This is an optimization exercise on Yosys and OpenROAD, whose aim is a short achievable clock period and few clock cycles per item, not a production implementation.
RTL that was checked went through simulation tests only; none was proved equivalent to the original.
Power figures rest on the tool's default switching activity, not on a simulated workload.

Setup of exp/tundra:
Design ada_rx, start of the top module:
module ada_rx (
    input  wire        clk,
    input  wire        rst,         
    input  wire        in_valid,
    input  wire [7:0]  in_data,
    output wire        in_ready,
    output wire        out_valid,
    input  wire        out_ready,
    output wire [1:0]  out_kind,    
    output wire [31:0] out_data,
    output wire        out_last
);
    localparam [2:0] ERR_CRC           = 3'd1,
                     ERR_OVERSIZE      = 3'd2,
                     ERR_UNKNOWN_NAME  = 3'd3,
                     ERR_NAME_TOO_LONG = 3'd4,
                     ERR_RESYNC        = 3'd5,
                     ERR_MALFORMED     = 3'd6,
                     ERR_ALLOC         = 3'd7;
    localparam [1:0] KIND_ERR  = 2'd1,
                     KIND_HDR  = 2'd2,
                     KIND_WORD = 2'd3;
    function [31:0] crc_update(input [31:0] c_in, input [7:0] bb);
        integer k;
        reg [31:0] c;
        begin
            c = c_in ^ {24'd0, bb};
            for (k = 0; k < 8; k = k + 1)
                c = c[0] ? ((c >> 1) ^ 32'hEDB88320) : (c >> 1);
            crc_update = c;
        end
    endfunction
    reg        rst_q;
    reg        in_rdy;
    reg        v0;
    reg [7:0]  b0;
    reg [5:0]  rdw;       
    reg [5:0]  wcw;       
    reg [5:0]  ws;        
    reg [4:0]  erd;       
    reg [4:0]  ewr;       
    reg [4:0]  ewr_vis;   
    reg        ph_pay;
    wire [5:0] w_used  = ws - rdw;
    wire [4:0] e_used  = ewr - erd;
    wire       room    = (!ph_pay || w_used != 6'd32) && (e_used <= 5'd14);
    assign in_ready = in_rdy;
    always @(posedge clk) begin
        rst_q  <= rst;
        in_rdy <= room;
        v0     <= in_valid && in_rdy;
        b0     <= in_data;
    end
    reg         v1;
    reg [7:0]   b1;
    reg [127:0] ceq;       
    reg         is00;
    integer     ci;
    always @(posedge clk) begin
        v1   <= v0 && !rst_q;
        b1   <= b0;
  ...
==> flow/config.mk <==
export PLATFORM = sky130hd
export DESIGN_NAME = ada_rx
export DESIGN_NICKNAME = ada_rx
export VERILOG_FILES = /design/flow/design.v
export SDC_FILE = /design/flow/constraint.sdc
export NUM_CORES = 4
export LEC_CHECK = 0
export ABC_CLOCK_PERIOD_IN_PS = 3000
export CAP_MARGIN = 20
export CORE_MARGIN = 2
export CORE_UTILIZATION = 85
export CTS_CLUSTER_DIAMETER = 60
export CTS_CLUSTER_SIZE = 28
export SLEW_MARGIN = 20
==> flow/constraint.sdc <==
create_clock -name core_clock -period 11.0 [get_ports {clk}]
set_input_delay 2.2000 -clock core_clock [delete_from_list [all_inputs] [get_ports {clk}]]
set_output_delay 2.2000 -clock core_clock [all_outputs]
set_load 0.01 [all_outputs]
standard.sh (not shown) runs the stock make flow with config.mk's settings and CLKGATE_MAP_FILE= SYNTH_SCRIPT=/design/flow/synth_recipe.tcl, a recipe that flattens the netlist after the stock synthesis.
==> flow/flow/run.sh <==
#!/bin/bash
set -euo pipefail
bash standard.sh SETUP_SLACK_MARGIN=7.8 finish > standard.log 2>&1
exp/tundra did not finish; the tool stopped in 5_1_grt with error GRT-0232.
Testbench counts of exp/tundra, summed over its fixed seeds: cycles 48,218, bytes 47,847.
## Diff of input files: exp/raven against exp/tundra
- CORE_UTILIZATION now 70, was 85
[summary]
- Having completed the whole flow, exp/raven delivered a layout that passed the timing, DRC and antenna checks.
- exp/tundra and exp/raven ended up with nearly the same quantity of hold-fixing buffers added after cts.
- Going from exp/tundra to exp/raven, count of standard-cell rows grew by more than 10%.
- exp/raven against exp/tundra: quantity of gates resized following cts shows a reduction of about 2.4%; synthesized cell count shows no meaningful change.
- On initial core utilization: between exp/tundra and exp/raven, it ends up lower for exp/raven.
- Of exp/tundra and exp/raven, exp/raven shows the higher number of cells in the design after placement, with exp/tundra below it.
- Weighted congestion at the end of routability-driven global placement in exp/raven vs exp/tundra: down 0.028
- Count of H-tree levels built during CTS: exp/tundra vs exp/raven identical
- Cell area reported after detailed placement: exp/raven higher than exp/tundra
- The post-CTS setup repair buffer count in exp/raven was lower than what exp/tundra gave.
- The lower post-placement worst setup slack of exp/tundra and exp/raven is in exp/raven.
Relative to exp/raven, the following input files were edited for exp/maple:
- an added CTS_BUF_LIST of sky130_fd_sc_hd__clkbuf_8 sky130_fd_sc_hd__clkbuf_16
- exp/maple went all the way through synthesis, placement and routing and the layout is clean on timing, DRC and antenna.
- The routed length on met2 of exp/maple and that of exp/raven are within noise of each other.
- Diff exp/raven -> exp/maple: total power of the final layout comparable; sequential share of layout area essentially unchanged; clock slew at the register clock pins of the worst setup and hold paths shows no meaningful change; via count flat; final critical path time including I/O delays and setup ~0 delta.
- Comparing exp/maple against exp/raven, there is no change at all in clock buffer count from CTS.
- exp/maple and exp/raven ended up with roughly the same relative area of non-clock buffer cells in the final design.
- Reported for exp/raven and exp/maple, placeable core region turned out identical to the last digit.

ada_rx, a different RTL version from the one above (not shown whole).
For scale: roughly 4800 cells after synthesis, about 49 I/O pins, roughly 100000 sq um of cells after synthesis.
export LEC_CHECK = 0
export ABC_CLOCK_PERIOD_IN_PS = 3000
export CAP_MARGIN = 20
export CORE_MARGIN = 2
export CORE_UTILIZATION = 40
export SLEW_MARGIN = 20
create_clock -name core_clock -period 11.0 [get_ports {clk}]
run.sh (not shown) runs the stock make flow with config.mk's settings and CLKGATE_MAP_FILE= SYNTH_SCRIPT=/design/flow/synth_recipe.tcl, a recipe that flattens the netlist after the stock synthesis.
Stock flow here: none of the scripts above is used.
Testbench counts at the start, summed over its fixed seeds: cycles 48,250, bytes 47,847.
Next try:
==> flow/flow/run.sh (new file) <==
#!/bin/bash
set -euo pipefail
bash standard.sh SETUP_SLACK_MARGIN=7.8 finish > standard.log 2>&1
==> flow/standard.sh (new file) <==
#!/bin/bash
# synth_recipe.tcl (not shown) runs the flow's synth.tcl, then flattens the netlist and writes it again
# the make line also repeats each setting of config.mk as NAME=value (left out here)
make -C /OpenROAD-flow-scripts/flow DESIGN_CONFIG=/design/flow/config.mk WORK_HOME=/design/flow/orfs CLKGATE_MAP_FILE= SYNTH_SCRIPT=/design/flow/synth_recipe.tcl "${@:-finish}"
removed: flow/run.sh
The changed run completed with no timing, DRC or antenna violations.
Core utilization climbs by 1.2 points.
Power goes up by 2.8%.
Clock power went up by 2.8%.
Via count climbs by 2.6%.

== the reference run ==
ada_rx, a different RTL version from the one above (not shown whole).
Size in the first run: about 3400 cells after synthesis, about 1600 flip-flops, about 49 I/O pins.
==> flow/design.v (excerpt) <==
module ada_rx (
    input  wire        clk,
    input  wire        rst,         
    input  wire        in_valid,
    input  wire [7:0]  in_data,
    output wire        in_ready,
    output wire        out_valid,
    input  wire        out_ready,
    output wire [1:0]  out_kind,    
    output wire [31:0] out_data,
    output wire        out_last
);
==> flow/config.mk <==
export PLATFORM = sky130hd
export DESIGN_NAME = ada_rx
export DESIGN_NICKNAME = ada_rx
export VERILOG_FILES = /design/flow/design.v
export SDC_FILE = /design/flow/constraint.sdc
export NUM_CORES = 4
export LEC_CHECK = 0
export ABC_CLOCK_PERIOD_IN_PS = 3000
export CAP_MARGIN = 20
export CORE_MARGIN = 2
export CORE_UTILIZATION = 55
export CTS_CLUSTER_DIAMETER = 60
export CTS_CLUSTER_SIZE = 28
export SLEW_MARGIN = 20
==> flow/constraint.sdc <==
create_clock -name core_clock -period 11.0 [get_ports {clk}]
set_input_delay 2.2000 -clock core_clock [delete_from_list [all_inputs] [get_ports {clk}]]
set_output_delay 2.2000 -clock core_clock [all_outputs]
set_load 0.01 [all_outputs]
standard.sh (not shown) runs the stock make flow with config.mk's settings and CLKGATE_MAP_FILE= SYNTH_SCRIPT=/design/flow/synth_recipe.tcl, a recipe that flattens the netlist after the stock synthesis.
==> flow/flow/run.sh <==
#!/bin/bash
set -euo pipefail
bash standard.sh SETUP_SLACK_MARGIN=7.8 finish > standard.log 2>&1
Testbench counts of the reference run, summed over its fixed seeds: cycles 48,250, bytes 47,847.
[inputs] the trial run vs the reference run
Settings: CORE_UTILIZATION now 70, was 55.
Findings:
The reference run has a lower share of total power in combinational logic than the trial run.
On post-route total power, the reference run loses to the trial run.
Between the trial run and the reference run, number of cells in the design after placement is higher for the reference run, the trial run comes in under that.
In the final reports, the cell area of the trial run is smaller than that of the reference run.
Going from the reference run to the trial run, layout overhead on the synthesized area shrinks by 1.9 points.
Compared to the reference run, the trial run has internal power contribution 0.00053 W lower.
On the trial run: final critical-path setup slack is 0.024 ns higher than what the reference run gave.

ada_rx, a different RTL version from the one above (not shown whole).
Size in the first run: ~1600 flip-flops, roughly 62000 sq um of cells after synthesis.
Settings: LEC_CHECK=0, ABC_CLOCK_PERIOD_IN_PS=3000, CAP_MARGIN=20, CORE_MARGIN=2, CORE_UTILIZATION=40, SLEW_MARGIN=20; clock period 11.0 ns.
Scripts as last shown in full above: flow/flow/run.sh
The first run passed the timing, DRC and antenna checks.
==> next run, changes <==
- CORE_UTILIZATION: 40 -> 55
- CTS_CLUSTER_DIAMETER: default -> 60
- CTS_CLUSTER_SIZE: default -> 28
The new run passed the timing, DRC and antenna checks.
Final cell count goes down by 11%.
Cell area falls by 2.4%.
Power came out lower by 5.2%.
Clock power fell by 14%.
Fmax goes up by 0.63%.
Worst hold slack improves by 0.011 ns.
Function was not checked in any run of this note: the RTL went through the layout flow alone.

==> re-timing with driven ports <==
In the flow no input, the clock included, has a driving cell. The finished layouts below were timed again as built, in two steps.
Step 1 sets driving cells, clkbuf_16 on the clock port and buf_2 on the other inputs (assumed; they add their load-dependent delay and slew).
Step 2 times the ports against the registers' clock, not the clock port: input delays grow and output delays shrink by t, the midpoint of the rising clock arrivals with the driver on.
Three values: ideal ports, drivers, drivers and shift; two values: the first two.
run	t, ns	slack for setup (ns)	clock arrival spread, ns
exp/raven	0.784	7.567 / 7.503 / 7.458	0.060 / 0.061
exp/maple	0.783	7.568 / 7.504 / 7.463	0.057 / 0.058
the first run of note 2	0.997	6.421 / 6.421 / 5.979	0.082 / 0.082
the second run of note 2	0.988	7.168 / 7.077 / 6.910	0.103 / 0.102
the reference run	0.786	7.550 / 7.481 / 7.154	0.032 / 0.031
the trial run	0.762	7.574 / 7.502 / 7.190	0.031 / 0.032
the first run of note 4	0.875	7.310 / 7.237 / 7.105	0.055 / 0.055
the second run of note 4	0.807	7.333 / 7.255 / 7.372	0.038 / 0.038
After both steps every run listed still meets setup and hold. The setup slack of the first run of note 2, which loses most, moves by 0.000 ns with the drivers and by -0.442 ns with both steps.
